Context: an optimization exercise on an open-source flow, tuned for small area, a short achievable clock period and few clock cycles. The choices shown serve that exercise and are no tape-out recipe.
Only simulation tests tie the RTL to the original design; equivalence was not proved.

## run M
// dat_huff
module dat_huff (
    input  wire        clk,
    input  wire        rst,
    input  wire        cmd_valid,
    output wire        cmd_ready,
    input  wire [2:0]  cmd_op,
    input  wire [15:0] cmd_arg,
    input  wire        in_valid,
    output wire        in_ready,
    input  wire [31:0] in_data,
    output reg         sym_valid,
    input  wire        sym_ready,
    output reg  [8:0]  sym_data,
    output reg  [1:0]  err
);
Size in the first run: about 230000 um^2 of cells after synthesis.
export LEC_CHECK = 0
export CAP_MARGIN = 20
export CORE_MARGIN = 2
export CORE_UTILIZATION = 60
export CTS_CLUSTER_DIAMETER = 70
export CTS_CLUSTER_SIZE = 20
export SLEW_MARGIN = 20
create_clock -name core_clock -period 20.0 [get_ports {clk}]
standard.sh (not shown) runs the stock make flow with config.mk's settings and CLKGATE_MAP_FILE= SYNTH_SCRIPT=/design/flow/synth_recipe.tcl, a recipe that flattens the netlist after the stock synthesis.
==> flow/flow/run.sh <==
#!/bin/bash
# The standard layout (standard.sh), with its timing repair aimed at a
# 15 ns setup margin instead of 0, so that repair keeps shortening paths
# well below the 20 ns clock period. The SDC and every other step and
# setting are the standard flow's. make's full output goes to standard.log.
set -euo pipefail
export SETUP_SLACK_MARGIN=15
bash standard.sh > standard.log 2>&1
Testbench counts of run M, summed over its fixed seeds: cycles 106,447.
[inputs] run K vs run M
--- a/flow/design.v
+++ b/flow/design.v
@@ -279,34 +279,24 @@
     wire       frp_n  = frp ^ pop;
     wire [8:0] fe0_n  = (mv && !fwp) ? s2_sym : fe0;
     wire [8:0] fe1_n  = (mv &&  fwp) ? s2_sym : fe1;
     always @(posedge clk)
         sym_data <= frp_n ? fe1_n : fe0_n;
     wire dec_done = (dec_left == 16'd0) && !need && !pwv && !r1v && !r2v &&
                     (fcnt == 2'd0 || (fcnt == 2'd1 && pop));
     wire a_dec = acc && ok && cmd_op == OP_DECODE && cmd_arg != 16'd0;
     wire a_inv = acc && ok && (cmd_op[2:1] == 2'b11 ||
                  (cmd_op == OP_SETLEN && cmd_arg[8:0] >= NS));
     wire a_set = acc && ok && cmd_op == OP_SETLEN && cmd_arg[8:0] < NS;
     always @(posedge clk) begin
-        c_dm    <= 8'd1 << cmd_arg[5:3];
-        c_dl    <= 8'd1 << cmd_arg[2:0];
-        c_sym   <= cmd_arg[8:0];
-        c_len   <= cmd_arg[13:9];
-        su_oldp <= old_len != 5'd0;
-        su_new  <= c_len;
-        wn      <= c_rd;
-        wlb     <= wl;
-    end
-    always @(posedge clk) begin
         rst_r <= rst;
         if (rst) begin
             state    <= S_IDLE;
             rdy      <= 1'b1;
             err      <= 2'd0;
             empty    <= 1'b1;
             c_clr    <= 1'b0;
             c_dh     <= 5'd0;
             su_v     <= 1'b0;
             dirty    <= 1'b0;
             pl_c     <= 1'b0;
             kc       <= 7'd0;
@@ -317,45 +307,51 @@
             r1v      <= 1'b0;
             r2v      <= 1'b0;
             fcnt     <= 2'd0;
             fwp      <= 1'b0;
             frp      <= 1'b0;
             sym_valid <= 1'b0;
             pl_v     <= 1'b0;
             pw_h     <= 5'd0;
             in_scan  <= 1'b0;
         end else begin
             c_clr <= acc && ok && cmd_op == OP_CLEAR;
             c_dh  <= a_set ? (5'd1 << cmd_arg[8:6]) : 5'd0;
+            c_dm  <= 8'd1 << cmd_arg[5:3];
+            c_dl  <= 8'd1 << cmd_arg[2:0];
+            c_sym <= cmd_arg[8:0];
+            c_len <= cmd_arg[13:9];
             if (a_inv)
                 err <= ERR_INVALID;
             if (acc && ok && cmd_op == OP_INIT) begin
                 kc  <= 7'd0;
                 wr  <= {64{1'b1}};
             end
             if (acc && ok && cmd_op == OP_BUILD) begin
                 state <= S_BWAIT;
                 rdy   <= 1'b0;
             end
             if (a_dec) begin
                 if (empty) begin
                     err <= ERR_CORRUPT;
                 end else begin
                     state    <= S_DEC;
                     rdy      <= 1'b0;
                     dec_left <= cmd_arg;
                     need     <= !kc[6] && !kc[5];
                 end
             end
             su_v    <= c_dh != 5'd0;
+            su_oldp <= old_len != 5'd0;
+            su_new  <= c_len;
             if (c_clr)
                 dirty <= 1'b0;
             else if (su_v && su_oldp)
                 dirty <= 1'b1;
             pl_v <= 1'b0;
             pw_h <= 5'd0;
             if (pl_p) begin
                 pw_h <= 5'd1 << pl_idx[8:6];
                 pw_m <= 8'd1 << pl_idx[5:3];
                 pw_l <= 8'd1 << pl_idx[2:0];
                 pw_s <= pl_s;
             end
@@ -370,24 +366,26 @@
                     pl_c    <= 1'b1;
                 end else begin
                     state <= S_WALK;
                     pl_c  <= 1'b0;
                 end
                 wl    <= 5'd31;
                 wrd   <= 1'b0;
                 wa    <= 9'd0;
                 wv    <= 9'd0;
                 wst   <= 1'b0;
             end
             S_WALK: begin
+                wn  <= c_rd;
+                wlb <= wl;
                 wl  <= wl - 5'd1;
                 wrd <= 1'b1;
                 if (wrd) begin
                 wa <= w_a;
                 wv <= w_t[9:1] + {8'd0, w_t[0]};
                 if (w_n != 9'd0 && !wst) begin
                     wst  <= 1'b1;
                     lmax <= wlb;
                 end
                 if (w_over) begin
                     err   <= ERR_CORRUPT;
                     state <= S_IDLE;
--- outcome ---
- On maximum VDD drop, run K does better than run M.
- [run K] layout multi-input combinational cell count fell 8.5% relative to run M
- Fraction of the cycle the final worst path needs essentially unchanged between run M and run K.
- Run K ended up with a lower synthesized area than run M did.
- Run M fits on a die that is larger than the die of run K.
- Diff run M -> run K: detailed-routing iteration count for the pre-antenna-repair pass shows an increase of 5, setup slack shows a reduction of 0.011 ns, insertion delay to the later sink of the worst-skew pair shows a reduction of 0.03 ns, DRC marker count from the first detailed-route iteration shows a reduction of about 2.5%, remaining max-slew budget at the tightest pin shows an increase of 0.54 points.
- Run K does worse than run M on reg-to-reg setup timing slack.
- Higher routed wire length among run K and run M: run M
Testbench counts of run K, summed over its fixed seeds: cycles 106,447.

==> port drivers added, routing unchanged <==
No port has a modelled driver above. Below, the same layouts with a new extraction and two added sets of constraints.
Step 1 (the two cells are an assumption about what drives the block):
set clk [get_ports {clk}]
set_driving_cell -lib_cell sky130_fd_sc_hd__clkbuf_16 $clk
set_driving_cell -lib_cell sky130_fd_sc_hd__buf_2 [delete_from_list [all_inputs] $clk]
Step 2 also shifts input and output timing later by t, the mid clock arrival at the registers, as if the neighbouring blocks saw the same clock.
Three values: no drivers, after step 1, after step 2; two values: the first two.
run	t, ns	slack for setup (ns)	latest minus earliest clock arrival (ns)	cell pins on the clock port's net
run M	1.101	14.437 / 14.306 / 13.619	0.072 / 0.073	1
run K	1.075	14.426 / 14.303 / 14.008	0.065 / 0.065	1
After both steps every run listed still meets setup and hold. For run M, which loses most, drivers alone change the setup slack by -0.131 ns; drivers and shift together by -0.818 ns.
